From an optimization exercise on the open Yosys and OpenROAD flow, aimed at small area, a short achievable clock period and few clock cycles per item; shortcuts taken in it are not production practice.
At most, simulation tests tie the RTL to the original design; equivalence was not proved.

==> flow/design.v <==
module j1587_msgdec (
    input  wire         clk,
    input  wire         rst,
    input  wire         start,
    input  wire [255:0] frame,
    input  wire [5:0]   frame_len,
    output reg          done,
    output reg  [3:0]   err,
    output reg  [7:0]   mid,
    output reg  [3:0]   nparams,
    output reg  [80:0]  par_pid,    
    output reg  [44:0]  par_pos,    
    output reg  [44:0]  par_dlen    
);
    localparam [3:0] E_NONE      = 4'd0;
    localparam [3:0] E_INV_PID   = 4'd1;
    localparam [3:0] E_INV_LEN   = 4'd3;
    localparam [3:0] E_TOO_LONG  = 4'd6;
    localparam [3:0] E_TRUNC     = 4'd7;
    localparam [3:0] E_CHECKSUM  = 4'd8;
    integer i;
    reg       busy;          
    reg [4:0] cpos;          
    reg [3:0] slot;          
    reg       page2;         
    reg [7:0] sumr;          
    reg       longr;         
    reg [1:0] perr;          
    reg [7:0] pid_r  [0:8];
    reg [4:0] pos_r  [0:8];
    reg [4:0] dlen_r [0:8];
    wire [7:0] b0 = frame[7:0];
    wire [7:0] b1 = frame[15:8];
    wire [7:0] b2 = frame[23:16];
    wire [7:0] b3 = frame[31:24];
    wire pg_in = (frame_len > 6'd2) && (b1 == 8'hFF);
    reg [7:0] sum_in;
    always @* begin
        sum_in = b0 + b1 + b2 + b3;
        for (i = 4; i < 32; i = i + 1)
            if (frame_len > i) sum_in = sum_in + frame[8*i +: 8];
    end
    wire       act = start | busy;
    wire [4:0] p   = start ? {3'b000, pg_in, ~pg_in} : cpos;
    wire [3:0] k   = start ? 4'd0 : slot;
    wire [7:0] lm = frame[{cpos, 3'b000} +: 8];
    wire [7:0] nm = frame[{cpos + 5'd1, 3'b000} +: 8];
    wire [7:0] l  = start ? (pg_in ? b2 : b1) : lm;
    wire [7:0] n  = start ? (pg_in ? b3 : b2) : nm;
    wire [6:0] u  = {1'b0, frame_len} - {2'b00, p} - 7'd1;
    wire [4:0] r  = u[4:0];
    wire [4:0] r2 = u[4:0] - 5'd2;
    reg        s_err;        
    reg [1:0]  s_code;
    reg        s_fin;        
    reg [4:0]  s_dl;
    reg [4:0]  s_next;
    always @* begin
        s_err  = 1'b0;
        s_code = 2'd2;
        s_fin  = 1'b0;
        s_dl   = 5'd1;
        s_next = p + 5'd2;
        if (u[6] || u == 7'd0) begin
            s_err = 1'b1;
        end else if (l == 8'hFF) begin
            s_err  = 1'b1;
            s_code = 2'd1;
        end else if (!l[7]) begin
            s_err = (r < 5'd2);
            s_fin = (r == 5'd2);
            s_dl  = 5'd1;
        end else if (!l[6]) begin
            s_err  = (r < 5'd3);
            s_fin  = (r == 5'd3);
            s_dl   = 5'd2;
            s_next = p + 5'd3;
        end else if (l != 8'hFE) begin
            s_err  = (r < 5'd2) || (n > {3'b000, r2});
            s_fin  = (n == {3'b000, r2});
            s_dl   = n[4:0];
            s_next = p + 5'd2 + n[4:0];
        end else begin
            s_err = (r < 5'd2);
            s_fin = 1'b1;
            s_dl  = r2;
        end
    end
    wire fin = act & (s_err | s_fin);
    always @(posedge clk) begin
        mid   <= b0;
        page2 <= pg_in;
        sumr  <= sum_in;
        longr <= (frame_len > 6'd21);
        if (rst) begin
            busy <= 1'b0;
            done <= 1'b0;
        end else begin
            busy <= act & ~fin;
            done <= fin;
        end
        if (act) begin
            cpos <= s_next;
            slot <= k + 4'd1;
            perr <= s_err ? s_code : 2'd0;
            for (i = 0; i < 9; i = i + 1)
                if (k == i) begin
                    pid_r[i]  <= l;
                    pos_r[i]  <= p;
                    dlen_r[i] <= s_dl;
                end
        end
    end
    always @* begin
        case (perr)
            2'd1:    err = E_INV_PID;
            2'd2:    err = E_TRUNC;
            2'd3:    err = E_INV_LEN;
            default: err = (sumr != 8'd0) ? E_CHECKSUM : (longr ? E_TOO_LONG : E_NONE);
        endcase
        nparams = slot;
        for (i = 0; i < 9; i = i + 1) begin
            par_pid[9*i +: 9]  = {page2, pid_r[i]};
            par_pos[5*i +: 5]  = (i == 0) ? {3'b000, page2, ~page2} : pos_r[i];
            par_dlen[5*i +: 5] = dlen_r[i];
        end
    end
endmodule
Settings: LEC_CHECK=0, CAP_MARGIN=20, CORE_MARGIN=2, CORE_UTILIZATION=40, SLEW_MARGIN=20; clock period 7.0 ns.
run.sh (not shown) runs the stock make flow with config.mk's settings and CLKGATE_MAP_FILE= SYNTH_SCRIPT=/design/flow/synth_recipe.tcl, a recipe that flattens the netlist after the stock synthesis.
The first run finished with setup timing left.
Testbench counts at the start, summed over its fixed seeds: cycles 5,820, frames 2,400.
Change:
--- a/flow/design.v
+++ b/flow/design.v
@@ -35,10 +35,24 @@
     wire [7:0] b3 = frame[31:24];
     wire pg_in = (frame_len > 6'd2) && (b1 == 8'hFF);
-    reg [7:0] sum_in;
-    always @* begin
-        sum_in = b0 + b1 + b2 + b3;
-        for (i = 4; i < 32; i = i + 1)
-            if (frame_len > i) sum_in = sum_in + frame[8*i +: 8];
-    end
+    wire [31:0] inlen;
+    genvar g;
+    generate
+        for (g = 0; g < 32; g = g + 1) begin : g_len
+            assign inlen[g] = (g < 4) || (frame_len > g);
+        end
+    endgenerate
+    wire [255:0] fm = frame & {{8{inlen[31]}}, {8{inlen[30]}}, {8{inlen[29]}}, {8{inlen[28]}},
+                               {8{inlen[27]}}, {8{inlen[26]}}, {8{inlen[25]}}, {8{inlen[24]}},
+                               {8{inlen[23]}}, {8{inlen[22]}}, {8{inlen[21]}}, {8{inlen[20]}},
+                               {8{inlen[19]}}, {8{inlen[18]}}, {8{inlen[17]}}, {8{inlen[16]}},
+                               {8{inlen[15]}}, {8{inlen[14]}}, {8{inlen[13]}}, {8{inlen[12]}},
+                               {8{inlen[11]}}, {8{inlen[10]}}, {8{inlen[9]}},  {8{inlen[8]}},
+                               {8{inlen[7]}},  {8{inlen[6]}},  {8{inlen[5]}},  {8{inlen[4]}},
+                               {8{inlen[3]}},  {8{inlen[2]}},  {8{inlen[1]}},  {8{inlen[0]}}};
+    wire [7:0] sum_in =
+        fm[7:0]     + fm[15:8]    + fm[23:16]   + fm[31:24]   + fm[39:32]   + fm[47:40]   + fm[55:48]   + fm[63:56]   +
+        fm[71:64]   + fm[79:72]   + fm[87:80]   + fm[95:88]   + fm[103:96]  + fm[111:104] + fm[119:112] + fm[127:120] +
+        fm[135:128] + fm[143:136] + fm[151:144] + fm[159:152] + fm[167:160] + fm[175:168] + fm[183:176] + fm[191:184] +
+        fm[199:192] + fm[207:200] + fm[215:208] + fm[223:216] + fm[231:224] + fm[239:232] + fm[247:240] + fm[255:248];
     wire       act = start | busy;
     wire [4:0] p   = start ? {3'b000, pg_in, ~pg_in} : cpos;
The changed run completed and failed the layout checks on setup timing.
Sequential share of layout area rises by 6.8 points.
Core utilization falls by 10 points.
Hold slack gains 0.056 ns.
Worst setup slack gains 20 ns.
Final area falls by 33%.
Via count falls by 42%.
Routed wire length falls by about 33%.
Register-to-register slack gains 0.14 ns.
No functional check of the RTL was part of the second run of this note.

separate check: timing with driven ports:
In the flow no input, the clock included, has a driving cell. The finished layouts below were timed again as built, in two steps.
Step 1 sets driving cells, clkbuf_16 on the clock port and buf_2 on the other inputs (assumed; they add their load-dependent delay and slew).
Step 2 times the ports against the registers' clock, not the clock port: input delays grow and output delays shrink by t, the midpoint of the rising clock arrivals with the driver on.
Slacks: no drivers / after step 1 / after step 2; pairs: no drivers / after step 1.
run | t (ns) | slack for setup (ns) | worst register clock-pin slew, ns
the first run | 0.488 | -20.677 / -20.684 / -21.172 | 0.09 / 0.09
the second run | 0.497 | -0.767 / -0.755 / -1.252 | 0.10 / 0.10
For the first run, which loses most, drivers alone change the setup slack by -0.007 ns; drivers and shift together by -0.495 ns.
